This is an optimization exercise on Yosys and OpenROAD, whose aim is small area, a short achievable clock period and few clock cycles per item, not a production implementation.
Function was checked by simulation only, so behaviour that the tests miss may differ from the original.
No activity file was given, so power comes from the tool's default toggle rates.

$ cat flow/design.v
module line_codec (
    input  wire        clk,
    input  wire        rst,           
    input  wire        cmd_valid,
    output wire        cmd_ready,
    input  wire [15:0] cmd,
    input  wire [7:0]  len,
    input  wire [63:0] line_in,
    input  wire [63:0] data_in,       
    output reg         done,
    output wire [15:0] rsp,
    output reg  [63:0] line_q,
    output reg  [63:0] data_q,
    output reg  [14:0] crc_q,
    output wire [7:0]  enstat_q
);
    genvar i;
    wire [3:0] op  = cmd[3:0];
    wire [1:0] fmt = cmd[5:4];
    wire       lb  = cmd[6];
    wire       rsv_ok = (cmd[15:7] == 9'd0);
    wire is_crc  = rsv_ok && (op == 4'h1);
    wire is_dec  = rsv_ok && (op == 4'h2);
    wire is_enc  = rsv_ok && (op == 4'h3);
    wire is_chk  = rsv_ok && (op == 4'h4);
    wire bad_format = (is_dec && (fmt == 2'd3)) ||
                      (is_enc && ((fmt == 2'd3) || (fmt == 2'd0)));
    wire len_gt8 = (len[7:4] != 4'd0) || (len[3] && (len[2:0] != 3'd0));
    wire len_gt6 = (len[7:3] != 5'd0) || (len[2:0] == 3'd7);
    wire bad_length = is_enc && ((fmt == 2'd1) ? (!lb && len_gt8)
                                               : ((fmt == 2'd2) && len_gt6));
    wire ok_crc  = is_crc && (fmt == 2'd0) && !lb;
    wire ok_dec  = is_dec && (fmt != 2'd3) && !lb;
    wire ok_enc  = is_enc && (fmt[1] ^ fmt[0]) && !(fmt[0] && lb) && !bad_length;
    wire ok_chk  = is_chk && (fmt == 2'd0) && !lb;
    wire bad_param = !(ok_crc || ok_dec || ok_enc || ok_chk);
    wire bad_opc   = bad_param && !bad_format && !bad_length;
    wire sel_d  = cmd[2] || (cmd[1] && cmd[0]);             
    wire sel_u  = !(cmd[0] || cmd[2] || cmd[4] || cmd[5]);  
    wire sel_lh = !cmd[2] && !(cmd[1] && cmd[0]);           
    wire sel_ll = !cmd[2] && (cmd[0] ? !cmd[1]              
                                     : (cmd[4] || cmd[5]));
    wire sel_lb = sel_d && fmt[1];                          
    wire [7:0] keep = {len[3],
                       len[3] || (len[2] && len[1] && len[0]),
                       len[3] || (len[2] && len[1]),
                       len[3] || (len[2] && (len[1] || len[0])),
                       len[3] || len[2],
                       len[3] || len[2] || (len[1] && len[0]),
                       len[3] || len[2] || len[1],
                       len[3] || len[2] || len[1] || len[0]};
    wire [7:0] sel_dk = {8{cmd[2]}} | ({8{cmd[1] && cmd[0]}} & keep);
    wire [63:0] opnd_d;
    generate
        for (i = 0; i < 48; i = i + 1) begin : g_opl
            lc_ao222 u_op (.a(line_in[i]), .sa(sel_ll),
                           .b(line_in[i + 15]), .sb(sel_u),
                           .c(data_in[i]), .sc(sel_dk[i / 8]),
                           .y(opnd_d[i]));
        end
        for (i = 48; i < 63; i = i + 1) begin : g_oph
            lc_ao22 u_op (.a(line_in[i]), .sa(sel_lh),
                          .b(data_in[i]), .sb(sel_dk[i / 8]),
                          .y(opnd_d[i]));
        end
    endgenerate
    lc_ao222 u_op63 (.a(line_in[63]), .sa(sel_lh),
                     .b(lb), .sb(sel_lb),
                     .c(data_in[63]), .sc(sel_dk[7]),
                     .y(opnd_d[63]));
    wire [2:0] cls_d = ok_crc ? 3'd1 :
                       ok_dec ? {1'b0, 2'd2} + {1'b0, fmt} :
                       ok_enc ? (fmt[1] ? 3'd6 : 3'd5) :
                       ok_chk ? 3'd7 : 3'd0;
    wire [1:0] cause_d = bad_length ? 2'd3 :
                         bad_format ? 2'd2 :
                         bad_opc    ? 2'd1 : 2'd0;
    reg  [63:0] opnd;
    reg         a_v;                        
    reg  [2:0]  a_cls;
    reg  [1:0]  a_cause;
    always @(posedge clk) begin
        a_v     <= cmd_valid && !rst;
        opnd    <= opnd_d;
        a_cls   <= cls_d;
        a_cause <= cause_d;
    end
    wire a_crc  = (a_cls == 3'd1);
    wire a_dec  = (a_cls == 3'd2) || (a_cls == 3'd3) || (a_cls == 3'd4);
    wire a_draw = (a_cls == 3'd3);
    wire a_ddes = (a_cls == 3'd4);
    wire a_enc  = (a_cls == 3'd5) || (a_cls == 3'd6);
    wire a_edes = (a_cls == 3'd6);
    wire a_chk  = (a_cls == 3'd7);
    wire a_bp   = (a_cause != 2'd0);
    wire a_c1   = a_cause[1];
    wire a_c0   = a_cause[0];
    wire [63:0] m = {opnd[62:48], opnd[63], opnd[47:0]};
    wire [14:0] syn;
    wire [14:0] crc_v;
    wire t64;
    wire t65;
    wire t66;
    wire t67;
    wire t68;
    wire t69;
    wire t70;
    wire t71;
    wire t72;
    wire t73;
    wire t74;
    wire t75;
    wire t76;
    wire t77;
    wire t78;
    wire t79;
    wire t80;
    wire t81;
    wire t82;
    wire t83;
    wire t84;
    wire t85;
    wire t86;
    wire t87;
    wire t88;
    wire t89;
    wire t90;
    wire t91;
    wire t92;
    wire t93;
    wire t94;
    wire t95;
    wire t96;
    wire t97;
    wire t98;
    wire t99;
    wire t100;
    wire t101;
    wire t102;
    wire t103;
    wire t104;
    wire t105;
    wire t106;
    wire t107;
    wire t108;
    wire t109;
    wire t110;
    wire t111;
    wire t112;
    wire t113;
    wire t114;
    wire t115;
    wire t116;
    wire t117;
    wire t118;
    wire t119;
    wire t120;
    wire t121;
    wire t122;
    wire t123;
    wire t124;
    wire t125;
    wire u0;
    wire u1;
    wire u2;
    wire u3;
    wire u4;
    wire u5;
    wire u6;
    wire u7;
    wire u8;
    wire u9;
    wire u10;
    wire u11;
    wire u12;
    wire u13;
    wire u14;
    wire u15;
    wire u16;
    wire u17;
    wire u18;
    wire u19;
    wire u20;
    wire u21;
    wire u22;
    wire u23;
    wire u24;
    wire u25;
    wire u26;
    wire u27;
    wire u28;
    wire u29;
    wire u30;
    wire u31;
    wire u32;
    wire u33;
    wire u34;
    wire u35;
    wire u36;
    wire u37;
    wire u38;
    wire u39;
    wire u40;
    wire u41;
    wire u42;
    wire u43;
    wire u44;
    wire u45;
    wire u46;
    wire u47;
    wire u48;
    wire u49;
    wire u50;
    wire u51;
    wire u52;
    wire u53;
    wire u54;
    wire u55;
    wire u56;
    wire u57;
    wire u58;
    wire u59;
    wire u60;
    wire u61;
    wire u62;
    wire u63;
    wire u64;
    wire u65;
    wire u66;
    wire u67;
    wire u68;
    wire u69;
    wire u70;
    wire u71;
    wire u72;
    wire u73;
    wire u74;
    wire u75;
    wire u76;
    wire u77;
    wire u78;
    wire u79;
    wire u80;
    wire u81;
    wire u82;
    wire u83;
    wire u84;
    wire u85;
    wire u86;
    wire u87;
    wire u88;
    wire u89;
    wire u90;
    wire u91;
    wire u92;
    wire u93;
    wire u94;
    wire u95;
    wire u96;
    wire u97;
    wire u98;
    wire u99;
    wire u100;
    wire u101;
    wire u102;
    wire u103;
    wire u104;
    wire u105;
    wire u106;
    wire u107;
    wire u108;
    wire u109;
    wire u110;
    wire u111;
    wire u112;
    wire u113;
    wire u114;
    wire u115;
    wire u116;
    wire u117;
    wire u118;
    wire u119;
    wire u120;
    lc_xor2 x0 (.a(m[2]), .b(m[11]), .y(t64));
    lc_xor2 x1 (.a(m[12]), .b(m[45]), .y(t65));
    lc_xor2 x2 (.a(m[19]), .b(m[21]), .y(t66));
    lc_xor2 x3 (.a(m[25]), .b(m[30]), .y(t67));
    lc_xor2 x4 (.a(m[43]), .b(m[48]), .y(t68));
    lc_xor2 x5 (.a(m[31]), .b(m[47]), .y(t69));
    lc_xor2 x6 (.a(m[44]), .b(m[46]), .y(t70));
    lc_xor2 x7 (.a(m[22]), .b(m[23]), .y(t71));
    lc_xor2 x8 (.a(m[26]), .b(m[32]), .y(t72));
    lc_xor2 x9 (.a(m[1]), .b(m[10]), .y(t73));
    lc_xor2 x10 (.a(m[24]), .b(m[29]), .y(t74));
    lc_xor2 x11 (.a(m[4]), .b(m[9]), .y(t75));
    lc_xor2 x12 (.a(m[13]), .b(t64), .y(t76));
    lc_xor2 x13 (.a(m[5]), .b(m[40]), .y(t77));
    lc_xor2 x14 (.a(m[6]), .b(t72), .y(t78));
    lc_xor2 x15 (.a(t67), .b(t69), .y(t79));
    lc_xor2 x16 (.a(m[17]), .b(m[28]), .y(t80));
    lc_xor2 x17 (.a(m[18]), .b(m[20]), .y(t81));
    lc_xor2 x18 (.a(m[0]), .b(m[38]), .y(t82));
    lc_xor2 x19 (.a(m[27]), .b(m[41]), .y(t83));
    lc_xor2 x20 (.a(m[39]), .b(t75), .y(t84));
    lc_xor2 x21 (.a(t70), .b(t74), .y(t85));
    lc_xor2 x22 (.a(t66), .b(t71), .y(t86));
    lc_xor2 x23 (.a(t65), .b(t68), .y(t87));
    lc_xor2 x24 (.a(m[16]), .b(m[42]), .y(t88));
    lc_xor2 x25 (.a(m[3]), .b(m[14]), .y(t89));
    lc_xor2 x26 (.a(m[8]), .b(t73), .y(t90));
    lc_xor2 x27 (.a(t79), .b(t85), .y(t91));
    lc_xor2 x28 (.a(m[33]), .b(m[36]), .y(t92));
    lc_xor2 x29 (.a(m[11]), .b(m[35]), .y(t93));
    lc_xor2 x30 (.a(m[37]), .b(t82), .y(t94));
    lc_xor2 x31 (.a(m[15]), .b(t77), .y(t95));
    lc_xor2 x32 (.a(m[5]), .b(t81), .y(t96));
    lc_xor2 x33 (.a(m[6]), .b(t89), .y(t97));
    lc_xor2 x34 (.a(t83), .b(t88), .y(t98));
    lc_xor2 x35 (.a(m[34]), .b(t80), .y(t99));
    lc_xor2 x36 (.a(t76), .b(t78), .y(t100));
    lc_xor2 x37 (.a(t84), .b(t86), .y(t101));
    lc_xor2 x38 (.a(m[3]), .b(m[37]), .y(t102));
    lc_xor2 x39 (.a(m[13]), .b(m[25]), .y(t103));
    lc_xor2 x40 (.a(m[38]), .b(m[39]), .y(t104));
    lc_xor2 x41 (.a(m[7]), .b(m[31]), .y(t105));
    lc_xor2 x42 (.a(m[32]), .b(m[46]), .y(t106));
    lc_xor2 x43 (.a(m[12]), .b(m[15]), .y(t107));
    lc_xor2 x44 (.a(m[19]), .b(m[36]), .y(t108));
    lc_xor2 x45 (.a(m[21]), .b(m[22]), .y(t109));
    lc_xor2 x46 (.a(m[18]), .b(m[23]), .y(t110));
    lc_xor2 x47 (.a(m[1]), .b(m[43]), .y(t111));
    lc_xor2 x48 (.a(t77), .b(t81), .y(t112));
    lc_xor2 x49 (.a(m[4]), .b(t107), .y(t113));
    lc_xor2 x50 (.a(t83), .b(t92), .y(t114));
    lc_xor2 x51 (.a(t74), .b(t106), .y(t115));
    lc_xor2 x52 (.a(m[33]), .b(t73), .y(t116));
    lc_xor2 x53 (.a(t80), .b(t93), .y(t117));
    lc_xor2 x54 (.a(t90), .b(t96), .y(t118));
    lc_xor2 x55 (.a(t70), .b(t113), .y(t119));
    lc_xor2 x56 (.a(t87), .b(t90), .y(t120));
    lc_xor2 x57 (.a(t87), .b(t97), .y(t121));
    lc_xor2 x58 (.a(t78), .b(t105), .y(t122));
    lc_xor2 x59 (.a(t76), .b(t95), .y(t123));
    lc_xor2 x60 (.a(m[17]), .b(t94), .y(t124));
    lc_xor2 x61 (.a(t91), .b(t100), .y(t125));
    lc_xor2 x62 (.a(m[20]), .b(m[27]), .y(u0));
    lc_xor2 x63 (.a(m[29]), .b(m[49]), .y(u1));
    lc_xor2 x64 (.a(m[7]), .b(t64), .y(u2));
    lc_xor2 x65 (.a(t66), .b(t75), .y(u3));
    lc_xor2 x66 (.a(u0), .b(u1), .y(u4));
    lc_xor2 x67 (.a(t116), .b(u2), .y(u5));
    lc_xor2 x68 (.a(u3), .b(u4), .y(u6));
    lc_xor2 x69 (.a(t121), .b(t124), .y(u7));
    lc_xor2 x70 (.a(u5), .b(u6), .y(u8));
    lc_xor2 x71 (.a(u7), .b(u8), .y(syn[0]));
    lc_xor2 x72 (.a(m[28]), .b(m[30]), .y(u9));
    lc_xor2 x73 (.a(m[34]), .b(m[3]), .y(u10));
    lc_xor2 x74 (.a(m[50]), .b(m[7]), .y(u11));
    lc_xor2 x75 (.a(t104), .b(t109), .y(u12));
    lc_xor2 x76 (.a(u10), .b(u11), .y(u13));
    lc_xor2 x77 (.a(u9), .b(t76), .y(u14));
    lc_xor2 x78 (.a(u12), .b(u13), .y(u15));
    lc_xor2 x79 (.a(t118), .b(t119), .y(u16));
    lc_xor2 x80 (.a(u14), .b(u15), .y(u17));
    lc_xor2 x81 (.a(u16), .b(u17), .y(syn[1]));
    lc_xor2 x82 (.a(m[16]), .b(m[29]), .y(u18));
    lc_xor2 x83 (.a(m[35]), .b(m[51]), .y(u19));
    lc_xor2 x84 (.a(m[8]), .b(t65), .y(u20));
    lc_xor2 x85 (.a(t69), .b(t77), .y(u21));
    lc_xor2 x86 (.a(u18), .b(u19), .y(u22));
    lc_xor2 x87 (.a(t76), .b(t97), .y(u23));
    lc_xor2 x88 (.a(u20), .b(u21), .y(u24));
    lc_xor2 x89 (.a(u22), .b(t101), .y(u25));
    lc_xor2 x90 (.a(u23), .b(u24), .y(u26));
    lc_xor2 x91 (.a(u25), .b(u26), .y(syn[2]));
    lc_xor2 x92 (.a(m[30]), .b(m[45]), .y(u27));
    lc_xor2 x93 (.a(m[52]), .b(t111), .y(u28));
    lc_xor2 x94 (.a(u27), .b(t114), .y(u29));
    lc_xor2 x95 (.a(t115), .b(t86), .y(u30));
    lc_xor2 x96 (.a(t94), .b(u28), .y(u31));
    lc_xor2 x97 (.a(t123), .b(u29), .y(u32));
    lc_xor2 x98 (.a(u30), .b(u31), .y(u33));
    lc_xor2 x99 (.a(u32), .b(u33), .y(syn[3]));
    lc_xor2 x100 (.a(m[0]), .b(m[10]), .y(u34));
    lc_xor2 x101 (.a(m[11]), .b(m[45]), .y(u35));
    lc_xor2 x102 (.a(m[53]), .b(m[7]), .y(u36));
    lc_xor2 x103 (.a(t68), .b(u34), .y(u37));
    lc_xor2 x104 (.a(u35), .b(u36), .y(u38));
    lc_xor2 x105 (.a(t98), .b(t99), .y(u39));
    lc_xor2 x106 (.a(u37), .b(u38), .y(u40));
    lc_xor2 x107 (.a(t101), .b(t91), .y(u41));
    lc_xor2 x108 (.a(u39), .b(u40), .y(u42));
    lc_xor2 x109 (.a(u41), .b(u42), .y(syn[4]));
    lc_xor2 x110 (.a(m[42]), .b(m[54]), .y(u43));
    lc_xor2 x111 (.a(t71), .b(t72), .y(u44));
    lc_xor2 x112 (.a(u43), .b(t112), .y(u45));
    lc_xor2 x113 (.a(t117), .b(u44), .y(u46));
    lc_xor2 x114 (.a(t120), .b(t91), .y(u47));
    lc_xor2 x115 (.a(u45), .b(u46), .y(u48));
    lc_xor2 x116 (.a(u47), .b(u48), .y(syn[5]));
    lc_xor2 x117 (.a(m[55]), .b(m[9]), .y(u49));
    lc_xor2 x118 (.a(t110), .b(t66), .y(u50));
    lc_xor2 x119 (.a(u49), .b(t114), .y(u51));
    lc_xor2 x120 (.a(t87), .b(u50), .y(u52));
    lc_xor2 x121 (.a(u51), .b(u52), .y(u53));
    lc_xor2 x122 (.a(t125), .b(u53), .y(syn[6]));
    lc_xor2 x123 (.a(m[42]), .b(m[56]), .y(u54));
    lc_xor2 x124 (.a(t109), .b(t111), .y(u55));
    lc_xor2 x125 (.a(t75), .b(t82), .y(u56));
    lc_xor2 x126 (.a(u54), .b(t99), .y(u57));
    lc_xor2 x127 (.a(u55), .b(u56), .y(u58));
    lc_xor2 x128 (.a(u57), .b(u58), .y(u59));
    lc_xor2 x129 (.a(t125), .b(u59), .y(syn[7]));
    lc_xor2 x130 (.a(m[44]), .b(m[57]), .y(u60));
    lc_xor2 x131 (.a(t93), .b(u60), .y(u61));
    lc_xor2 x132 (.a(t78), .b(t79), .y(u62));
    lc_xor2 x133 (.a(t96), .b(u61), .y(u63));
    lc_xor2 x134 (.a(t101), .b(t124), .y(u64));
    lc_xor2 x135 (.a(u62), .b(u63), .y(u65));
    lc_xor2 x136 (.a(u64), .b(u65), .y(syn[8]));
    lc_xor2 x137 (.a(m[24]), .b(m[27]), .y(u66));
    lc_xor2 x138 (.a(m[48]), .b(m[58]), .y(u67));
    lc_xor2 x139 (.a(t104), .b(t65), .y(u68));
    lc_xor2 x140 (.a(t73), .b(t92), .y(u69));
    lc_xor2 x141 (.a(u66), .b(u67), .y(u70));
    lc_xor2 x142 (.a(t112), .b(t86), .y(u71));
    lc_xor2 x143 (.a(u68), .b(u69), .y(u72));
    lc_xor2 x144 (.a(u70), .b(t122), .y(u73));
    lc_xor2 x145 (.a(u71), .b(u72), .y(u74));
    lc_xor2 x146 (.a(u73), .b(u74), .y(syn[9]));
    lc_xor2 x147 (.a(m[40]), .b(m[41]), .y(u75));
    lc_xor2 x148 (.a(m[59]), .b(t103), .y(u76));
    lc_xor2 x149 (.a(t71), .b(t82), .y(u77));
    lc_xor2 x150 (.a(t89), .b(u75), .y(u78));
    lc_xor2 x151 (.a(t115), .b(t84), .y(u79));
    lc_xor2 x152 (.a(t99), .b(u76), .y(u80));
    lc_xor2 x153 (.a(u77), .b(u78), .y(u81));
    lc_xor2 x154 (.a(t120), .b(u79), .y(u82));
    lc_xor2 x155 (.a(u80), .b(u81), .y(u83));
    lc_xor2 x156 (.a(u82), .b(u83), .y(syn[10]));
    lc_xor2 x157 (.a(m[14]), .b(m[26]), .y(u84));
    lc_xor2 x158 (.a(m[35]), .b(m[41]), .y(u85));
    lc_xor2 x159 (.a(m[42]), .b(m[47]), .y(u86));
    lc_xor2 x160 (.a(m[60]), .b(t110), .y(u87));
    lc_xor2 x161 (.a(t67), .b(u84), .y(u88));
    lc_xor2 x162 (.a(u85), .b(u86), .y(u89));
    lc_xor2 x163 (.a(t116), .b(t84), .y(u90));
    lc_xor2 x164 (.a(t85), .b(u87), .y(u91));
    lc_xor2 x165 (.a(u88), .b(u89), .y(u92));
    lc_xor2 x166 (.a(t123), .b(u90), .y(u93));
    lc_xor2 x167 (.a(u91), .b(u92), .y(u94));
    lc_xor2 x168 (.a(u93), .b(u94), .y(syn[11]));
    lc_xor2 x169 (.a(m[10]), .b(m[24]), .y(u95));
    lc_xor2 x170 (.a(m[26]), .b(m[34]), .y(u96));
    lc_xor2 x171 (.a(m[61]), .b(t108), .y(u97));
    lc_xor2 x172 (.a(t64), .b(u95), .y(u98));
    lc_xor2 x173 (.a(u96), .b(t79), .y(u99));
    lc_xor2 x174 (.a(t95), .b(t98), .y(u100));
    lc_xor2 x175 (.a(u97), .b(u98), .y(u101));
    lc_xor2 x176 (.a(t121), .b(u100), .y(u102));
    lc_xor2 x177 (.a(u101), .b(u99), .y(u103));
    lc_xor2 x178 (.a(u102), .b(u103), .y(syn[12]));
    lc_xor2 x179 (.a(m[20]), .b(m[62]), .y(u104));
    lc_xor2 x180 (.a(t102), .b(t103), .y(u105));
    lc_xor2 x181 (.a(t68), .b(u104), .y(u106));
    lc_xor2 x182 (.a(t117), .b(t98), .y(u107));
    lc_xor2 x183 (.a(u105), .b(u106), .y(u108));
    lc_xor2 x184 (.a(t119), .b(t122), .y(u109));
    lc_xor2 x185 (.a(u107), .b(u108), .y(u110));
    lc_xor2 x186 (.a(u109), .b(u110), .y(syn[13]));
    lc_xor2 x187 (.a(m[0]), .b(m[28]), .y(u111));
    lc_xor2 x188 (.a(m[44]), .b(m[47]), .y(u112));
    lc_xor2 x189 (.a(m[48]), .b(m[63]), .y(u113));
    lc_xor2 x190 (.a(m[9]), .b(t102), .y(u114));
    lc_xor2 x191 (.a(t108), .b(t88), .y(u115));
    lc_xor2 x192 (.a(u111), .b(u112), .y(u116));
    lc_xor2 x193 (.a(u113), .b(u114), .y(u117));
    lc_xor2 x194 (.a(u115), .b(u116), .y(u118));
    lc_xor2 x195 (.a(t100), .b(t118), .y(u119));
    lc_xor2 x196 (.a(u117), .b(u118), .y(u120));
    lc_xor2 x197 (.a(u119), .b(u120), .y(syn[14]));
    lc_xor2 x198 (.a(syn[0]), .b(m[49]), .y(crc_v[0]));
    lc_xor2 x199 (.a(syn[1]), .b(m[50]), .y(crc_v[1]));
    lc_xor2 x200 (.a(syn[2]), .b(m[51]), .y(crc_v[2]));
    lc_xor2 x201 (.a(syn[3]), .b(m[52]), .y(crc_v[3]));
    lc_xor2 x202 (.a(syn[4]), .b(m[53]), .y(crc_v[4]));
    lc_xor2 x203 (.a(syn[5]), .b(m[54]), .y(crc_v[5]));
    lc_xor2 x204 (.a(syn[6]), .b(m[55]), .y(crc_v[6]));
    lc_xor2 x205 (.a(syn[7]), .b(m[56]), .y(crc_v[7]));
    lc_xor2 x206 (.a(syn[8]), .b(m[57]), .y(crc_v[8]));
    lc_xor2 x207 (.a(syn[9]), .b(m[58]), .y(crc_v[9]));
    lc_xor2 x208 (.a(syn[10]), .b(m[59]), .y(crc_v[10]));
    lc_xor2 x209 (.a(syn[11]), .b(m[60]), .y(crc_v[11]));
    lc_xor2 x210 (.a(syn[12]), .b(m[61]), .y(crc_v[12]));
    lc_xor2 x211 (.a(syn[13]), .b(m[62]), .y(crc_v[13]));
    lc_xor2 x212 (.a(syn[14]), .b(m[63]), .y(crc_v[14]));
    wire        crc_ok = (syn == 15'd0);
    wire        ones   = &opnd;
    wire [2:0]  a_cnt  = (opnd[15:0]  == 16'hA5A5) +
                         (opnd[31:16] == 16'h5A5A) +
                         (opnd[47:32] == 16'hA5A5) +
                         (opnd[63:48] == 16'h5A5A);
    wire        mm     = a_ddes && !ones && !crc_ok;
    assign cmd_ready = 1'b1;
    reg [5:0] rsp_r;                        
    reg [3:0] enstat_r;
    assign rsp      = {8'd0, rsp_r[5:4], rsp_r[3], 1'b0, rsp_r[2:1], rsp_r[3], rsp_r[0]};
    assign enstat_q = {4'd0, enstat_r};
    reg rst_q;
    always @(posedge clk) rst_q <= rst;
    wire go      = a_v && !rst_q;
    wire wr_crc  = go && a_crc;
    wire dlo_early = go && a_dec && (!a_ddes || ones);
    wire dlo_chk   = go && a_ddes && !ones;
    wire wr_dlo  = dlo_early || (dlo_chk && crc_ok);
    wire wr_dhi  = go && a_draw;
    wire wr_line = go && a_enc;
    wire wr_lraw = go && a_enc && !a_edes;
    wire wr_ldes = go && a_edes;
    wire wr_chk  = go && a_chk;
    wire ho_crc  = !rst_q && !wr_crc;
    wire ho_dlo  = !rst_q && !dlo_early && !(dlo_chk && crc_ok);
    wire ho_dhi  = !rst_q && !wr_dhi;
    wire ho_line = !rst_q && !wr_line;
    wire [14:0] crc_d;
    wire [63:0] data_d, line_d;
    generate
        for (i = 0; i < 15; i = i + 1) begin : g_crc
            lc_ao22 u_c (.a(crc_v[i]), .sa(wr_crc), .b(crc_q[i]), .sb(ho_crc),
                         .y(crc_d[i]));
            lc_ao222 u_lc (.a(opnd[48 + i]), .sa(wr_lraw), .b(crc_v[i]), .sb(wr_ldes),
                           .c(line_q[48 + i]), .sc(ho_line), .y(line_d[48 + i]));
        end
        for (i = 0; i < 48; i = i + 1) begin : g_lo
            lc_ao22 u_d (.a(opnd[i]), .sa(wr_dlo), .b(data_q[i]), .sb(ho_dlo),
                         .y(data_d[i]));
            lc_ao22 u_l (.a(opnd[i]), .sa(wr_line), .b(line_q[i]), .sb(ho_line),
                         .y(line_d[i]));
        end
        for (i = 48; i < 64; i = i + 1) begin : g_dh
            lc_ao22 u_d (.a(opnd[i]), .sa(wr_dhi), .b(data_q[i]), .sb(ho_dhi),
                         .y(data_d[i]));
        end
    endgenerate
    lc_ao22 u_l63 (.a(opnd[63]), .sa(wr_line), .b(line_q[63]), .sb(ho_line),
                   .y(line_d[63]));
    wire [5:0] rsp_n = {a_dec && !mm && opnd[63],               
                        a_ddes && ones,                         
                        mm,                                     
                        a_c1, a_c0,                             
                        a_bp};                                  
    always @(posedge clk) begin
        done     <= a_v && !rst;
        rsp_r    <= rst_q ? 6'd0 : (a_v ? rsp_n : rsp_r);
        enstat_r <= rst_q ? 4'd0 : (a_v && a_chk ? {(a_cnt != 3'd0), a_cnt} : enstat_r);
        crc_q    <= crc_d;
        data_q   <= data_d;
        line_q   <= line_d;
    end
endmodule
module lc_xor2 (
    input  wire a,
    input  wire b,
    output wire y
);
    assign y = a ^ b;
endmodule
module lc_ao22 (
    input  wire a,
    input  wire sa,
    input  wire b,
    input  wire sb,
    output wire y
);
    assign y = (a & sa) | (b & sb);
endmodule
module lc_ao222 (
    input  wire a,
    input  wire sa,
    input  wire b,
    input  wire sb,
    input  wire c,
    input  wire sc,
    output wire y
);
    assign y = (a & sa) | (b & sb) | (c & sc);
endmodule
$ cat flow/flow/margin.txt
5.5
$ cat flow/constraint.sdc
create_clock -name core_clock -period 9.0 [get_ports {clk}]
set_input_delay 1.8000 -clock core_clock [delete_from_list [all_inputs] [get_ports {clk}]]
set_output_delay 1.8000 -clock core_clock [all_outputs]
set_load 0.01 [all_outputs]
$ cat flow/flow/run.sh
#!/bin/bash
# Standard ORFS layout, with the port buffers made from the smallest buffer
# cell, a clock tree of clkbuf_8 (clusters of up to 12 sinks) without dummy loads, and the
# timing repair aimed at a setup slack of MARGIN ns at the 9 ns clock.
set -euo pipefail
MARGIN=$(cat flow/margin.txt)
bash standard.sh \
  BUFFER_PORTS_ARGS="-buffer_cell sky130_fd_sc_hd__buf_1" \
  CTS_ARGS="-sink_clustering_enable -repair_clock_nets -dont_use_dummy_load -buf_list {sky130_fd_sc_hd__clkbuf_8} -sink_clustering_size 12 -sink_clustering_max_diameter 40" \
  SETUP_SLACK_MARGIN=$MARGIN \
  finish > standard.log 2>&1
$ cat flow/standard.sh
#!/bin/bash
# synth_recipe.tcl (not shown) runs the flow's synth.tcl, then flattens the netlist and writes it again
# the make line also repeats each setting of config.mk as NAME=value (left out here)
make -C /OpenROAD-flow-scripts/flow DESIGN_CONFIG=/design/flow/config.mk WORK_HOME=/design/flow/orfs CLKGATE_MAP_FILE= SYNTH_SCRIPT=/design/flow/synth_recipe.tcl "${@:-finish}"
$ cat flow/config.mk
export PLATFORM = sky130hd
export DESIGN_NAME = line_codec
export DESIGN_NICKNAME = line_codec
export VERILOG_FILES = /design/flow/design.v
export SDC_FILE = /design/flow/constraint.sdc
export NUM_CORES = 4
export LEC_CHECK = 0
export ABC_CLOCK_PERIOD_IN_PS = 3000
export CAP_MARGIN = 20
export CORE_MARGIN = 2
export CORE_UTILIZATION = 45
export SLEW_MARGIN = 20
export SYNTH_HIERARCHICAL = 1
export SYNTH_MINIMUM_KEEP_SIZE = 0
==> impl_metrics.py, run 1 <==
metrics = {
    "synthesis": {
        "synthFlopType": "dfxtp_1",
        "synthMostInstantiatedCell": "dfxtp_1",
        "synthCells": 886,
        "yosysSeqAreaShare": 0.469,
        "yosys.area.top_type_share": 0.469,
        "ys_top_cells_by_count": "225 x dfxtp_1, 213 x xor2_1, 143 x a22o_1",
        "synth_edf_count": 0,
        "yosys.area.top_type": "dfxtp_1",
        "synthDistinctLibCells": 44,
        "ys_ff_latch": 225,
        "ys_warn_count": 7,
        "synthTopCellsByArea": "dfxtp_1 47%, xor2_1 19%, a22o_1 13%",
        "synth.avg_cell_area_um2": 10.8,
        "async_reset_ff_frac": 0,
        "syn_area_mm2": 0.00961,
    },
    "cells_and_area": {
        "multi_input_area_mm2": 0.00512,
        "n_antenna_cell": 0,
        "fin_util": 0.575,
        "fin_cells": 1513,
        "syn2layout_area_growth_pct": 25.3,
        "regArea_mm2": 0.00455,
        "drive_gt1_frac": 0.113,
        "fillers": 1920,
        "final_nets": 1402,
    },
    "cts": {
        "numClockSinks": 225,
        "h-tree-depth": 1,
        "clk_latency_ns": 0.58,
        "clk_pin_slew_ns": 0.07,
        "cts-buffers-inserted": 27,
        "max-clock-path-buffers": 3,
        "cts_tree": "built",
        "cts-root-buf": "clkbuf_8",
    },
    "global_route": {
        "antenna_found_initial": 0,
        "grt_max_degree": 51,
        "grtUsageTotal": 0.313,
        "grt_first_pass_wirelength_um": 52600,
        "first_global_vias": 8669,
        "overflow": 0,
    },
    "worst_hold_path": {
        "hold_depth": 1,
        "hold_path.startpoint": "line_q[45]",
        "hp-class": "flip-flop to flip-flop",
        "hold_end": "line_q[45]",
    },
    "sta": {
        "fin_skew_ns": 0.0706,
        "finalSetupTns_ns": 0,
        "max_clock_freq_ghz": 0.294,
        "slew_viol_final": 0,
        "relSlewSlack": 0.289,
        "worstMarginPinSlew_ns": 1.06,
        "fin_crit_sh": 0.378,
        "hold_viol": 0,
        "min_period_ns": 3.40,
        "grt_setup_unrepaired": "false",
        "finalSetupViolCount": 0,
    },
    "drt": {
        "wl_met1_um": 14900,
        "drt_iter0_drc": 1048,
        "routed.top_layer": "met4",
        "wirelength_um": 37100,
        "drt_first_pass_iters": 10,
        "vias": 8908,
        "wl_per_cell_um": 24.5,
        "dr_wl_met2_um": 17700,
        "met3_length_um": 3300,
        "viasPerCell": 5.89,
        "drc_errors": 0,
        "ant_nets": 0,
    },
    "pwr": {
        "peakVddDrop_mv": 0.141,
        "powerDensity_mw_per_mm2": 235,
        "leakagePower_nw": 4.95,
    },
    "critical_path": {
        "cp.required_ns": 9.50,
        "arrival_ns": 3.90,
        "slowest_delay_ns": 0.54,
        "cp_common_cell": "xor2_2",
        "criticalPathCategory": "flip-flop to flip-flop",
        "slowest_stage": "dfxtp_1",
        "cp_max_fo": 29,
        "r2r_slack_ns": 5.60,
        "reg2reg_to": "data_q[43]",
        "crit_path_start_kind": "flip-flop",
        "rr_startpoint": "opnd[19]",
        "setup.worst_path.end_class": "flip-flop",
        "crit_chain": "xor2_2 -> xor2_2 -> xor2_2 -> xor2_1 -> xor2_1 -> nor4_1 -> nand4_1 -> nand3_1 -> a31oi_4 -> buf_6 -> a22o_1",
        "reg2reg_depth": 11,
    },
    "die": {
        "pin_count": 324,
        "core_region_area_mm2": 0.0210,
        "die_h_um": 150,
        "rows": 53,
        "die_w_um": 150,
        "dieArea_mm2": 0.0225,
        "start_util": 0.458,
    },
    "run": {
        "cap_viol_max_count": 0,
    },
    "placement": {
        "dp.cells": 1473,
        "portBuffers": 309,
        "place_hpwl_um": 26800,
        "place_congestion": 0.999,
    },
    "status": {
        "status": "finished clean",
    },
}
power by group:
part	switching, mW	internal (mW)
logic	0.700	0.390
clock network	0.338	0.264
registers	0.108	1.03
total	1.15	1.69
per-module statistics from Yosys, one instance, submodules excluded:
module      cells inside  flip-flops and latches
line_codec           402                     225
lc_ao222               2                       0
lc_ao22                1                       0
lc_xor2                1                       0
worst max-delay path by stage:
stage / from / slack, ns / cells after the start / endpoint
3_3_place_gp: cmd[0] / 4.83 / 5 / opnd[48]
6_report: opnd[19] / 5.60 / 11 / data_q[43]
2_1_floorplan: cmd[0] / 5.48 / 4 / opnd[0]
4_1_cts: opnd[40] / 5.49 / 11 / data_q[43]
5_1_grt: opnd[26] / 5.51 / 11 / data_q[43]
3_5_place_dp: cmd[2] / 4.88 / 5 / opnd[50]
state kept, by name, summed over array words and instances (netlist names), 2 cells and up:
| name | cells |
|---|---|
| data_q | 64 |
| crc_q | 15 |
| a_cause | 2 |
| line_q | 64 |
| opnd | 64 |
| enstat_r | 4 |
| a_cls | 3 |
| rsp_r | 6 |
area by class of cell:
cell class	count	share of cell area
multi-input cells	579	0.425
flip-flops and latches	225	0.378
repair buffers	331	0.114
clock buffers	27	0.0309
well taps	275	0.0286
inverters	76	0.0237
metrics by stage:
stage | total power, mW | setup WS [ns] | hold slack, ns | instance area (µm²)
floorplan | 1.87 | 5.48 | 0.465 | 9750
global placement | 2.19 | 4.83 | 0.455 | 11200
detailed placement | 2.19 | 4.88 | 0.457 | 11200
CTS | 2.79 | 5.49 | 0.475 | 11700
global route | 2.96 | 5.51 | 0.491 | 12000
finish | 2.83 | 5.60 | 0.473 | 12000
critical path: cells and delay by family, from the launching register on:
| family | cells | cell delay (ns) |
|---|---|---|
| AOI/OAI and AO/OA | 2 | 0.54 |
| xor gates and xnor gates | 5 | 1.40 |
| buffers and inverters | 1 | 0.28 |
| DFF | 1 | 0.54 |
| and+or+nand+nor | 3 | 0.56 |
cells by family (layout without fill, tap and decap cells):
family,after synthesis,after routing,synth area share
buffers and inverters,96,434,0.0434
xor gates and xnor gates,214,214,0.195
adders and majority gates,7,7,0.00990
AOI/OAI and AO/OA,230,232,0.215
DFF,225,225,0.469
and+or+nand+nor,107,107,0.0617
other,2,14,0.000782
muxes,5,5,0.00521
per-layer routing:
| layer | global-route usage | vias up |
|---|---|---|
| met3 | 0.0609 | 80 |
| met5 | 0 | - |
| met1 | 0.414 | 4333 |
| met2 | 0.510 | 533 |
| li1 | - | 3962 |
| met4 | 0.112 | 0 |
cells in the final DEF (no fill, tap or decap), types with 2 or more instances in the layout:
cell and count:
nand3_1 4, inv_1 76, mux2i_1 5, xor2_2 33
ha_1 6, a22o_1 143, nand3b_1 2, a221o_1 2
a311oi_1 3, buf_1 309, buf_12 2, nor2_1 22
a31oi_4 2, dfxtp_1 187, a222oi_1 64, a21oi_1 3
nor4_1 19, conb_1 14, a211oi_1 2, nor4_2 2
dfxtp_2 38, nor3_1 14, nand4_1 19, clkbuf_8 27
nand2_1 10, xor2_1 179, buf_4 18, nor2_2 3
timing repair:
item	CTS	global route
endpoints found under the setup margin	52	93
gates resized for setup	31	49
pin swaps	3	4
hold buffers	0	0
setup buffers	1	9
gates cloned	1	2
Testbench counts, summed over its fixed seeds: cycles 4,808, items 4,800.
==> run 2, diff against run 1 <==
==> flow/flow/margin.txt (replaced) <==
5.7
==> run 2 against run 1 <==
- clock power grew 4.5%
- global-route usage shrank 0.74 points
- non-clock buffer count shrank 3
- flip-flop and latch count is the same
- synthesized cell count is the same
==> impl_metrics.py, run 2 <==
metrics = {
    "critical_path": {
        "cp_max_fo": 24,
        "setup.worst_path.end_class": "flip-flop",
        "cp.required_ns": 9.48,
        "criticalPathCategory": "flip-flop to flip-flop",
        "r2r_slack_ns": 5.73,
        "crit_path_start_kind": "flip-flop",
        "arrival_ns": 3.75,
    },
    "cells_and_area": {
        "largest_registers": "data_q (64), line_q (64), opnd (64)",
        "drive_gt1_frac": 0.121,
        "regArea_mm2": 0.00458,
        "fillers": 1906,
        "final_common_cell": "buf_1",
        "fin_cells": 1512,
        "final_nets": 1401,
        "layout_common_cells": "307 x buf_1, 182 x dfxtp_1, 176 x xor2_1, 143 x a22o_1, 76 x inv_1",
        "finalInstanceArea_mm2": 0.0122,
        "fin_util": 0.583,
        "syn2layout_area_growth_pct": 27.2,
        "n_antenna_cell": 0,
        "multi_input_area_mm2": 0.00523,
    },
    "worst_hold_path": {
        "hp-class": "flip-flop to flip-flop",
    },
    "die": {
        "die_w_um": 150,
        "start_util": 0.458,
        "rows": 53,
        "pin_count": 324,
        "dieArea_mm2": 0.0225,
        "core_region_area_mm2": 0.0210,
        "die_h_um": 150,
    },
    "sta": {
        "fin_skew_ns": 0.0446,
        "max_clock_freq_ghz": 0.306,
        "min_period_ns": 3.27,
        "finalSetupViolCount": 0,
        "relSlewSlack": 0.329,
        "finalSetupTns_ns": 0,
        "fin_crit_sh": 0.363,
        "grt_setup_unrepaired": "true",
        "worstMarginPinSlew_ns": 1.00,
        "hold_viol": 0,
        "slew_viol_final": 0,
    },
    "cts": {
        "max-clock-path-buffers": 3,
        "clk_latency_ns": 0.57,
        "cts-buffers-inserted": 30,
        "clk_pin_slew_ns": 0.07,
        "numClockSinks": 225,
        "cts_tree": "built",
        "cts-root-buf": "clkbuf_8",
        "h-tree-depth": 1,
        "hold_buffers": 0,
    },
    "synthesis": {
        "synthFlopType": "dfxtp_1",
        "async_reset_ff_frac": 0,
        "yosys.area.top_type_share": 0.469,
        "ys_ff_latch": 225,
        "synth.avg_cell_area_um2": 10.8,
        "synthMostInstantiatedCell": "dfxtp_1",
        "synthCells": 886,
        "yosysSeqAreaShare": 0.469,
        "yosys.area.top_type": "dfxtp_1",
        "synth_edf_count": 0,
        "synthTopCellsByArea": "dfxtp_1 47%, xor2_1 19%, a22o_1 13%",
        "synthDistinctLibCells": 44,
        "syn_area_mm2": 0.00961,
        "ys_warn_count": 7,
        "ys_top_cells_by_count": "225 x dfxtp_1, 213 x xor2_1, 143 x a22o_1",
    },
    "pwr": {
        "totalPowerFinal_mw": 2.91,
        "peakVddDrop_mv": 0.127,
        "leakagePower_nw": 4.99,
        "powerDensity_mw_per_mm2": 238,
    },
    "drt": {
        "drt_iter0_drc": 853,
        "viasPerCell": 5.84,
        "drt_first_pass_iters": 13,
        "vias": 8826,
        "wl_per_cell_um": 24.1,
        "wirelength_um": 36500,
        "drc_errors": 0,
        "ant_nets": 0,
    },
    "global_route": {
        "overflow": 0,
        "grt_first_pass_wirelength_um": 51600,
        "grtUsageTotal": 0.306,
        "first_global_vias": 8281,
        "antenna_found_initial": 0,
        "grt_max_degree": 51,
    },
    "placement": {
        "place_area_mm2": 0.0113,
        "place_hpwl_um": 26600,
        "portBuffers": 309,
        "dp.cells": 1473,
        "place_congestion": 0.927,
    },
    "status": {
        "status": "finished clean",
    },
    "run": {
        "cap_viol_max_count": 0,
    },
}
## run 2: cell families (layout without fill, tap and decap cells)
logic type | count (synthesis) | count (layout) | synth area share
buffers and inverters | 96 | 434 | 0.0434
muxes | 5 | 5 | 0.00521
AOI/OAI and AO/OA | 230 | 231 | 0.215
adders and majority gates | 7 | 7 | 0.00990
xor gates and xnor gates | 214 | 214 | 0.195
DFF | 225 | 225 | 0.469
and+or+nand+nor | 107 | 107 | 0.0617
other | 2 | 14 | 0.000782
## run 2: metal layers
| layer | up-vias | GRT usage | share of wire |
|---|---|---|---|
| li1 | 3968 | - | - |
| met1 | 4234 | 0.416 | 0.40 |
| met2 | 548 | 0.496 | 0.48 |
| met3 | 76 | 0.0558 | 0.093 |
| met4 | 0 | 0.0906 | 0.028 |
| met5 | - | 0 | 0 |
## run 2: per-module statistics from Yosys (local to each module, per instance)
module,flip-flops and latches,area [µm²],cells
lc_xor2,0,8.76,1
lc_ao222,0,13.8,2
line_codec,225,5610,402
lc_ao22,0,8.76,1
## run 2: area by class of cell
class / instances / share of cell area
Multi-Input combinational cell: 578 / 0.428
Sequential cell: 225 / 0.375
Timing Repair Buffer: 328 / 0.111
Clock buffer: 30 / 0.0338
Tap cell: 275 / 0.0282
Inverter: 76 / 0.0234
## run 2: stage by stage
step                      hold slack, ns  setup WS, ns
after floorplan                    0.465          5.48
after global placement             0.454          5.11
after detailed placement           0.456          5.11
after CTS                          0.471          5.70
after global routing               0.477          5.62
final                              0.470          5.73
## run 2: where the power goes
group / leakage [nW] / internal [mW] / switching [mW]
Sequential: 1.84 / 1.03 / 0.112
Combinational: 2.93 / 0.406 / 0.731
Clock: 0.216 / 0.292 / 0.338
## run 2: repair_timing
item / 4_1_cts / 5_1_grt
cloned: 0 / 2
resized for setup: 35 / 64
pin swaps: 1 / 8
setup buffers: 3 / 3
setup endpoints to repair: 96 / 127
## run 2: critical path, stage by stage, from the launching register on
cell and delay (ns):
dfxtp_1 0.64, xor2_1 0.22, xor2_1 0.19, xor2_1 0.22
xor2_1 0.33, xor2_1 0.17, nor4_2 0.26, nand4_1 0.17
and3_1 0.25, nor3_4 0.23, buf_12 0.14, clkbuf_16 0.20
a22o_1 0.16
## run 2: final timing paths
check / start / endpoint / depth (start not counted)
setup / recovery: opnd[48] / data_q[20] / 12
hold / removal: data_q[40] / data_q[40] / 1
setup reg to reg: opnd[48] / data_q[20] / 12
hold reg to reg: data_q[40] / data_q[40] / 1
==> run 3, diff against run 2 <==
==> flow/flow/margin.txt (replaced) <==
5.9
==> run 3 against run 2 <==
- clock power about the same
- utilization up 4.2 points
- sequential share of layout area down 1.9 points
- non-clock buffer count up 45
- sequential power about the same
- count of clock-buffer cells in the layout unchanged
- critical endpoint is now data_q[16]
==> impl_metrics.py, run 3 <==
metrics = {
    "cts": {
        "cts-root-buf": "clkbuf_8",
        "clk_latency_ns": 0.57,
        "numClockSinks": 225,
        "clk_pin_slew_ns": 0.08,
        "max-clock-path-buffers": 3,
        "h-tree-depth": 1,
        "cts_tree": "built",
        "cts-buffers-inserted": 30,
    },
    "drt": {
        "vias": 9135,
        "wl_met1_um": 14700,
        "wl_per_cell_um": 24.3,
        "routed.top_layer": "met4",
        "dr_wl_met2_um": 18200,
        "ant_nets": 0,
        "met3_length_um": 3700,
        "viasPerCell": 5.86,
        "drt_iter0_drc": 1229,
        "drt_first_pass_iters": 12,
        "drc_errors": 0,
        "wirelength_um": 37900,
    },
    "pwr": {
        "leakagePower_nw": 5.31,
        "powerDensity_mw_per_mm2": 242,
        "peakVddDrop_mv": 0.180,
    },
    "placement": {
        "place_ws_ns": 5.07,
        "portBuffers": 309,
        "place_congestion": 0.955,
        "place_hpwl_um": 26400,
    },
    "synthesis": {
        "synthMostInstantiatedCell": "dfxtp_1",
        "ys_ff_latch": 225,
        "synthDistinctLibCells": 44,
        "async_reset_ff_frac": 0,
        "synthCells": 886,
        "yosys.area.top_type": "dfxtp_1",
        "yosys.area.top_type_share": 0.469,
        "ys_warn_count": 7,
        "syn_area_mm2": 0.00961,
        "yosysSeqAreaShare": 0.469,
        "synthFlopType": "dfxtp_1",
        "synth_edf_count": 0,
        "synthTopCellsByArea": "dfxtp_1 47%, xor2_1 19%, a22o_1 13%",
        "ys_top_cells_by_count": "225 x dfxtp_1, 213 x xor2_1, 143 x a22o_1",
        "synth.avg_cell_area_um2": 10.8,
    },
    "die": {
        "rows": 53,
        "pin_count": 324,
        "dieArea_mm2": 0.0225,
        "die_w_um": 150,
        "core_region_area_mm2": 0.0210,
        "die_h_um": 150,
        "start_util": 0.458,
    },
    "cells_and_area": {
        "layout_common_cells": "307 x buf_1, 174 x dfxtp_1, 146 x xor2_1, 143 x a22o_1, 76 x inv_1",
        "final_common_cell": "buf_1",
        "fillers": 1813,
        "syn2layout_area_growth_pct": 36.3,
        "drive_gt1_frac": 0.183,
        "regArea_mm2": 0.00466,
        "multi_input_area_mm2": 0.00562,
        "largest_registers": "data_q (64), line_q (64), opnd (64)",
        "final_nets": 1446,
    },
    "critical_path": {
        "timing.critical_path.to": "data_q[16]",
        "cp_max_fo": 12,
        "reg2reg_to": "data_q[16]",
        "r2r_slack_ns": 5.74,
        "setup.worst_path.end_class": "flip-flop",
        "cp.required_ns": 9.51,
        "cp-startpoint": "opnd[23]",
        "arrival_ns": 3.77,
        "reg2reg_depth": 13,
        "crit_path_start_kind": "flip-flop",
        "criticalPathCategory": "flip-flop to flip-flop",
        "rr_startpoint": "opnd[23]",
    },
    "worst_hold_path": {
        "hp-class": "flip-flop to flip-flop",
    },
    "sta": {
        "slew_viol_final": 0,
        "max_clock_freq_ghz": 0.307,
        "fin_crit_sh": 0.362,
        "relSlewSlack": 0.291,
        "finalSetupTns_ns": 0,
        "fin_skew_ns": 0.0511,
        "finalSetupViolCount": 0,
        "hold_viol": 0,
        "layout_setup_ws_ns": 5.74,
        "grt_setup_unrepaired": "true",
        "worstMarginPinSlew_ns": 1.06,
        "min_period_ns": 3.26,
    },
    "global_route": {
        "grtUsageTotal": 0.307,
        "grt_max_degree": 51,
        "antenna_found_initial": 1,
        "grt_first_pass_wirelength_um": 52000,
        "overflow": 0,
        "first_global_vias": 8598,
    },
    "status": {
        "status": "finished clean",
    },
    "run": {
        "cap_viol_max_count": 0,
    },
}
==> run 3: cell counts after synthesis <==
Identical to the previous run, type by type.
==> run 3: metrics by stage <==
step                      std cells   util  power (mW)  area (µm²)  hold slack [ns]
after detailed placement       1472  0.538        2.18       11300            0.455
after floorplan                 898      -        1.88        9840            0.465
after global placement         1472  0.538        2.19       11300            0.456
after global routing           1557  0.625        3.29       13100            0.487
after CTS                      1514  0.586        2.88       12300            0.465
final                          1558  0.625        3.16       13100            0.462
==> run 3: worst min-delay path by stage <==
stage | start | endpoint | slack (ns) | cells after the start
4_1_cts | a_cause[1] | rsp_r[0] | 0.47 | 2
5_1_grt | line_q[42] | line_q[42] | 0.49 | 1
3_5_place_dp | line_q[19] | line_q[19] | 0.45 | 1
6_report | a_cause[1] | rsp_r[0] | 0.46 | 2
3_3_place_gp | line_q[40] | line_q[40] | 0.46 | 1
2_1_floorplan | a_cause[0] | rsp_r[1] | 0.46 | 2
==> run 3: where the power goes <==
group | total [mW] | switching [mW] | internal, mW
clock network | 0.632 | 0.340 | 0.293
registers | 1.15 | 0.115 | 1.03
logic | 1.39 | 0.810 | 0.575
total | 3.16 | 1.26 | 1.90
==> run 3: per-layer routing <==
metal,vias up,global-route usage
li1,4033,-
met1,4407,0.399
met2,604,0.512
met3,91,0.0567
met4,0,0.110
met5,-,0
==> run 3: modules after synthesis (local to each module, per instance) <==
module | cells inside | area, µm² | times used | flip-flops and latches
line_codec | 402 | 5610 | 1 | 225
lc_ao222 | 2 | 13.8 | 64 | 0
lc_ao22 | 1 | 8.76 | 143 | 0
lc_xor2 | 1 | 8.76 | 213 | 0
==> run 3: what timing repair did <==
| item | CTS | global route |
|---|---|---|
| endpoints found under the setup margin | 144 | 65 |
| setup buffers | 10 | 39 |
| pin swaps | 6 | 47 |
| hold buffers | 0 | 0 |
| gates cloned | 2 | 4 |
| resized for setup | 116 | 69 |
==> run 3: kinds of logic after synthesis <==
kind of cell,Yosys count,share of synthesized area
buf+inv,96,0.0434
flops,225,0.469
xor+xnor,214,0.195
fa+ha+maj,7,0.00990
other cells,2,0.000782
compound gates,230,0.215
simple gates,107,0.0617
mux,5,0.00521
==> run 3: critical path, cell delays in order, from the launching register on <==
cell	delay (ns)
dfxtp_4	0.37
buf_4	0.15
xor2_2	0.33
xor2_1	0.25
xor2_1	0.21
xor2_1	0.25
xor2_2	0.13
nor4_1	0.27
nand4_1	0.25
and3_4	0.28
nor3_4	0.15
buf_4	0.22
clkbuf_16	0.19
a22o_1	0.14
==> run 3: area by class of cell <==
cell class                 instances  area share
sequential                       225       0.356
multi-input combinational        578       0.429
antenna                            1    0.000191
timing repair buffer             373       0.135
inverter                          76      0.0218
clock buffer                      30      0.0315
tap                              275      0.0263
==> run 4, diff against run 3 <==
==> flow/flow/margin.txt (replaced) <==
6.1
==> run 4 against run 3 <==
- still clean
- global-route usage is 1.4 points higher
- clock power is 2% lower
- power is 4.5% lower
- via count is 1.1% lower
- clock skew is 0.012 ns higher
==> impl_metrics.py, run 4 <==
metrics = {
    "synthesis": {
        "syn_area_mm2": 0.00961,
        "synth.avg_cell_area_um2": 10.8,
        "async_reset_ff_frac": 0,
        "synthCells": 886,
        "ys_ff_latch": 225,
        "synth_edf_count": 0,
        "synthMostInstantiatedCell": "dfxtp_1",
        "yosys.area.top_type": "dfxtp_1",
        "yosys.area.top_type_share": 0.469,
        "synthFlopType": "dfxtp_1",
        "synthDistinctLibCells": 44,
        "ys_top_cells_by_count": "225 x dfxtp_1, 213 x xor2_1, 143 x a22o_1",
        "synthTopCellsByArea": "dfxtp_1 47%, xor2_1 19%, a22o_1 13%",
        "yosysSeqAreaShare": 0.469,
        "ys_warn_count": 7,
    },
    "sta": {
        "finalSetupTns_ns": 0,
        "slew_viol_final": 0,
        "finalSetupViolCount": 0,
        "hold_viol": 0,
        "relSlewSlack": 0.316,
        "max_clock_freq_ghz": 0.303,
        "layout_setup_ws_ns": 5.70,
        "whs_ns": 0.468,
        "worstMarginPinSlew_ns": 1.02,
        "min_period_ns": 3.30,
        "grt_setup_unrepaired": "true",
        "fin_skew_ns": 0.0626,
        "fin_crit_sh": 0.366,
    },
    "drt": {
        "ant_nets": 0,
        "drt_iter0_drc": 1104,
        "drt_first_pass_iters": 8,
        "wl_per_cell_um": 24.4,
        "drc_errors": 0,
        "wirelength_um": 37900,
        "vias": 9039,
        "viasPerCell": 5.82,
    },
    "status": {
        "status": "finished clean",
    },
    "die": {
        "dieArea_mm2": 0.0225,
        "die_h_um": 150,
        "die_w_um": 150,
        "rows": 53,
        "pin_count": 324,
        "core_region_area_mm2": 0.0210,
        "start_util": 0.458,
    },
    "placement": {
        "dp.cells": 1472,
        "place_area_mm2": 0.0113,
        "place_congestion": 0.909,
        "place_ws_ns": 5.03,
        "place_hpwl_um": 26600,
        "portBuffers": 309,
    },
    "cells_and_area": {
        "finalInstanceArea_mm2": 0.0132,
        "final_common_cell": "buf_1",
        "fin_util": 0.631,
        "fin_cells": 1552,
        "final_nets": 1439,
        "largest_registers": "data_q (64), line_q (64), opnd (64)",
        "layout_common_cells": "206 x buf_1, 161 x xor2_1, 146 x dfxtp_1, 143 x a22o_1, 73 x inv_1",
        "syn2layout_area_growth_pct": 37.6,
        "fillers": 1765,
        "drive_gt1_frac": 0.277,
    },
    "global_route": {
        "antenna_found_initial": 3,
        "grt_first_pass_wirelength_um": 54500,
        "grt_max_degree": 65,
        "first_global_vias": 8894,
        "overflow": 0,
        "grtUsageTotal": 0.321,
    },
    "pwr": {
        "powerDensity_mw_per_mm2": 229,
        "leakagePower_nw": 5.67,
        "totalPowerFinal_mw": 3.02,
        "peakVddDrop_mv": 0.128,
    },
    "cts": {
        "cts-buffers-inserted": 30,
        "h-tree-depth": 1,
        "clk_pin_slew_ns": 0.08,
        "max-clock-path-buffers": 3,
        "clk_latency_ns": 0.58,
        "hold_buffers": 0,
        "numClockSinks": 225,
        "cts-root-buf": "clkbuf_8",
        "cts_tree": "built",
    },
    "critical_path": {
        "slowest_stage": "dfxtp_2",
        "cp_max_fo": 12,
        "setup.worst_path.end_class": "flip-flop",
        "slowest_delay_ns": 0.50,
        "criticalPathCategory": "flip-flop to flip-flop",
        "crit_chain": "xor2_2 -> xor2_1 -> xor2_1 -> xor2_1 -> xor2_1 -> nor4_1 -> nand4_1 -> and3_4 -> nor3_4 -> buf_4 -> clkbuf_16 -> a22o_1",
        "cp.required_ns": 9.49,
        "arrival_ns": 3.79,
        "crit_path_start_kind": "flip-flop",
        "cp_common_cell": "xor2_1",
    },
    "run": {
        "cap_viol_max_count": 0,
    },
    "worst_hold_path": {
        "hp-class": "flip-flop to flip-flop",
    },
}
-- run 4: cell counts after synthesis --
Identical to the previous run, type by type.
-- run 4: modules after synthesis (local to each module, per instance) --
module,cell area [µm²],copies in the design,cells,flip-flops and latches
lc_ao222,13.8,64,2,0
lc_xor2,8.76,213,1,0
lc_ao22,8.76,143,1,0
line_codec,5610,1,402,225
-- run 4: power breakdown --
part           leakage, nW  total, mW  switching [mW]  internal (mW)
clock                0.216      0.622           0.330          0.292
combinational         3.59       1.26           0.755          0.501
sequential            1.87       1.14           0.112           1.03
total                 5.67       3.02            1.20           1.82
-- run 4: path summary, 6_finish.rpt --
check,end,slack (ns),start,depth (start not counted)
worst min-delay path,rsp_r[0],0.47,a_cause[1],2
worst min register to register,rsp_r[0],0.47,a_cause[1],2
worst max register to register,data_q[29],5.70,opnd[33],12
worst max-delay path,data_q[29],5.70,opnd[33],12
-- run 4: area by class of cell --
class / instances / area (µm²) / share of cell area
Antenna cell: 2 / 5.00 / 0.000379
Clock buffer: 30 / 413 / 0.0312
Inverter: 76 / 289 / 0.0219
Multi-Input combinational cell: 578 / 5560 / 0.421
Sequential cell: 225 / 4690 / 0.355
Tap cell: 275 / 344 / 0.0260
Timing Repair Buffer: 366 / 1910 / 0.144
-- run 4: per-layer routing --
layer / global-route usage / wire length, µm / vias to the layer above
met2: 0.518 / 17900 / 559
met5: 0 / 13 / -
li1: - / - / 4040
met1: 0.424 / 15100 / 4348
met4: 0.121 / 1310 / 2
met3: 0.0682 / 3590 / 90
-- run 4: cell families after synthesis --
kind of cell / share of synthesized area
adders and majority gates: 0.00990
xor gates and xnor gates: 0.195
and+or+nand+nor: 0.0617
muxes: 0.00521
AOI/OAI and AO/OA: 0.215
buffers and inverters: 0.0434
DFF: 0.469
other: 0.000782
-- run 4: worst max-delay path, delay by kind of cell (launching register included) --
kind / cells / cell delay, ns
buffers and inverters: 2 / 0.40
XOR/XNOR: 5 / 1.29
AND/OR/NAND/NOR: 4 / 0.89
AO/OA/AOI/OAI: 1 / 0.14
flip-flops: 1 / 0.50
-- run 4: what timing repair did --
item	4_1_cts	5_1_grt
pin swaps	28	38
gates cloned	4	2
buffers inserted	31	11
resized for setup	204	121
setup endpoints to repair	216	164
==> run 5, diff against run 4 <==
==> flow/flow/margin.txt (replaced) <==
5.8
==> run 5 against run 4 <==
- critical path depth grew 1
- via count grew 1.1%
- register-to-register slack lost 0.02 ns
- sequential power is essentially flat
- global-route usage shrank 1.0 points
- maximum frequency shrank 0.62%
- first-iteration DRC count shrank 2.3%
- design area shrank 0.49%
- synthesized cell count is the same
- combinational power grew about 10%
- critical endpoint is now data_q[6]
- largest power group unchanged
==> impl_metrics.py, run 5 <==
metrics = {
    "synthesis": {
        "synth.avg_cell_area_um2": 10.8,
        "ys_top_cells_by_count": "225 x dfxtp_1, 213 x xor2_1, 143 x a22o_1",
        "synthMostInstantiatedCell": "dfxtp_1",
        "yosys.area.top_type": "dfxtp_1",
        "ys_warn_count": 7,
        "yosys.area.top_type_share": 0.469,
        "yosysSeqAreaShare": 0.469,
        "ys_ff_latch": 225,
        "synthCells": 886,
        "synth_edf_count": 0,
        "synthDistinctLibCells": 44,
        "async_reset_ff_frac": 0,
        "synthTopCellsByArea": "dfxtp_1 47%, xor2_1 19%, a22o_1 13%",
        "syn_area_mm2": 0.00961,
        "synthFlopType": "dfxtp_1",
    },
    "pwr": {
        "p_clk_frac": 0.197,
        "switchingPower_mw": 1.29,
        "combPwrFrac": 0.441,
        "power.share.sequential": 0.362,
        "powerDensity_mw_per_mm2": 241,
        "swShare": 0.407,
        "leakagePower_nw": 5.33,
        "peakVddDrop_mv": 0.180,
        "p_int_mw": 1.88,
    },
    "die": {
        "dieArea_mm2": 0.0225,
        "start_util": 0.458,
        "rows": 53,
        "core_region_area_mm2": 0.0210,
        "die_h_um": 150,
        "die_w_um": 150,
        "pin_count": 324,
    },
    "placement": {
        "place_congestion": 0.939,
        "dp.cells": 1472,
        "place_ws_ns": 5.07,
        "place_hpwl_um": 26700,
        "portBuffers": 309,
    },
    "drt": {
        "drc_errors": 0,
        "wirelength_um": 38700,
        "ant_nets": 0,
        "viasPerCell": 5.87,
        "vias": 9138,
        "drt_iter0_drc": 1079,
        "drt_first_pass_iters": 9,
        "wl_per_cell_um": 24.8,
    },
    "run": {
        "cap_viol_max_count": 0,
    },
    "cells_and_area": {
        "syn2layout_area_growth_pct": 36.9,
        "final_common_cell": "buf_1",
        "layout_common_cells": "307 x buf_1, 176 x dfxtp_1, 154 x xor2_1, 143 x a22o_1, 76 x inv_1",
        "final_nets": 1445,
        "fin_cells": 1557,
        "largest_registers": "data_q (64), line_q (64), opnd (64)",
        "drive_gt1_frac": 0.176,
    },
    "critical_path": {
        "cp.required_ns": 9.47,
        "crit_path_start_kind": "flip-flop",
        "cp_max_fo": 6,
        "reg2reg_depth": 13,
        "timing.critical_path.to": "data_q[6]",
        "setup.worst_path.end_class": "flip-flop",
        "criticalPathCategory": "flip-flop to flip-flop",
        "rr_startpoint": "opnd[44]",
        "arrival_ns": 3.79,
        "reg2reg_to": "data_q[6]",
        "r2r_slack_ns": 5.68,
        "cp-startpoint": "opnd[44]",
    },
    "sta": {
        "fin_crit_sh": 0.369,
        "max_clock_freq_ghz": 0.301,
        "worstMarginPinSlew_ns": 1.07,
        "fin_skew_ns": 0.0727,
        "min_period_ns": 3.32,
        "finalSetupViolCount": 0,
        "whs_ns": 0.474,
        "finalSetupTns_ns": 0,
        "grt_setup_unrepaired": "true",
        "relSlewSlack": 0.283,
        "layout_setup_ws_ns": 5.68,
        "slew_viol_final": 0,
        "hold_viol": 0,
    },
    "global_route": {
        "overflow": 0,
        "first_global_vias": 8564,
        "grtUsageTotal": 0.311,
        "grt_max_degree": 51,
        "grt_first_pass_wirelength_um": 52600,
        "antenna_found_initial": 2,
    },
    "cts": {
        "h-tree-depth": 1,
        "numClockSinks": 225,
        "cts-buffers-inserted": 29,
        "max-clock-path-buffers": 3,
        "cts_tree": "built",
        "clk_latency_ns": 0.60,
        "cts-root-buf": "clkbuf_8",
        "clk_pin_slew_ns": 0.08,
    },
    "worst_hold_path": {
        "hp-class": "flip-flop to flip-flop",
    },
    "status": {
        "status": "finished clean",
    },
}
run 5: changes by cell type in the layout (fill, tap and decap cells not counted), sizes merged:
cell | before | now
diode | 2 | 1
inv | 75 | 76
clkbuf | 95 | 36
clkinvlp | 1 | 0
nor2 | 26 | 27
buf | 301 | 365
run 5: routing by layer:
layer,vias up,global-route usage,wire length (µm)
li1,4043,-,-
met1,4414,0.412,14900
met2,574,0.514,18700
met3,105,0.0612,3530
met4,2,0.0962,1440
met5,-,0,13
run 5: power by group through the flow:
stage               Combinational (mW)  Sequential [mW]  Clock [mW]
floorplan                        0.777             1.10           0
global placement                  1.04             1.15           0
detailed placement                1.03             1.15           0
CTS                               1.10             1.14       0.631
global route                      1.47             1.15       0.678
finish                            1.39             1.15       0.623
run 5: logic make-up (layout without fill, tap and decap cells):
group                    after synthesis  in the layout  synth area share
XOR/XNOR                             214            214             0.195
AND/OR/NAND/NOR                      107            108            0.0617
AO/OA/AOI/OAI                        230            231             0.215
other                                  2             15          0.000782
multiplexers                           5              5           0.00521
adder cells (fa/ha/maj)                7              7           0.00990
buffers and inverters                 96            477            0.0434
flip-flops                           225            225             0.469
run 5: what timing repair did:
| action | in CTS | in global routing |
|---|---|---|
| setup endpoints to repair | 105 | 92 |
| buffers inserted | 11 | 34 |
| cloned | 2 | 8 |
| pin swaps | 12 | 68 |
| hold buffers | 0 | 0 |
| gates resized for setup | 102 | 73 |
run 5: Yosys stat by module, one instance, submodules excluded:
module | times used | cells | flip-flops and latches
lc_ao222 | 64 | 2 | 0
lc_ao22 | 143 | 1 | 0
lc_xor2 | 213 | 1 | 0
line_codec | 1 | 402 | 225
run 5: area by class of cell:
type | count | area, µm²
fillers | 1762 | 7810
multi-input cells | 579 | 5620
flip-flops and latches | 225 | 4640
repair buffers | 372 | 1850
clock buffers | 29 | 399
well taps | 275 | 344
inverters | 76 | 285
diodes | 1 | 2.50
run 5: critical path, cell delays in order (launching register included):
cell	delay, ns
dfxtp_4	0.42
buf_4	0.15
xor2_1	0.18
xor2_1	0.22
xor2_1	0.36
xor2_1	0.28
xor2_2	0.12
nor4_2	0.29
nand4_1	0.25
and3_4	0.27
nor3_4	0.16
buf_6	0.19
clkbuf_16	0.17
a22o_1	0.13
run 5: worst min path at each step:
| stage | depth (start not counted) | slack (ns) | to | start |
|---|---|---|---|---|
| 6_report | 1 | 0.47 | line_q[34] | line_q[34] |
| 5_1_grt | 1 | 0.48 | crc_q[5] | crc_q[5] |
| 2_1_floorplan | 2 | 0.46 | rsp_r[1] | a_cause[0] |
| 4_1_cts | 1 | 0.47 | line_q[44] | line_q[44] |
| 3_5_place_dp | 1 | 0.45 | crc_q[6] | crc_q[6] |
| 3_3_place_gp | 1 | 0.46 | line_q[42] | line_q[42] |
run 5: stage by stage:
step,cell area (µm²),power [mW],util
4_1_cts,12200,2.87,0.583
3_3_place_gp,11300,2.19,0.538
3_5_place_dp,11300,2.18,0.538
6_report,13100,3.16,0.627
5_1_grt,13100,3.30,0.627
2_1_floorplan,9840,1.88,-

[re-timing with driven ports]
How much do the figures lean on ideal ports? The routed layouts below were timed once more, with nothing changed but the port constraints.
Step 1 assumes that a clkbuf_16 drives the clock port and a buf_2 every other input.
Step 2 also shifts input and output timing later by t, the mid clock arrival at the registers, as if the neighbouring blocks saw the same clock.
a / b / c = no drivers / after step 1 / after step 2; a / b = the first two.
run	t, ns	setup WS [ns]	worst hold slack (ns)
run 1	0.589	5.602 / 5.602 / 5.074	0.473 / 0.473 / 0.473
run 2	0.587	5.729 / 5.729 / 5.373	0.470 / 0.470 / 0.470
run 3	0.590	5.738 / 5.738 / 5.412	0.462 / 0.462 / 0.462
run 4	0.592	5.702 / 5.702 / 5.598	0.468 / 0.468 / 0.468
run 5	0.607	5.682 / 5.682 / 5.330	0.474 / 0.474 / 0.474
After both steps setup and hold are still met in every run listed. The setup slack of run 1, which loses most, moves by 0.000 ns with the drivers and by -0.528 ns with both steps.
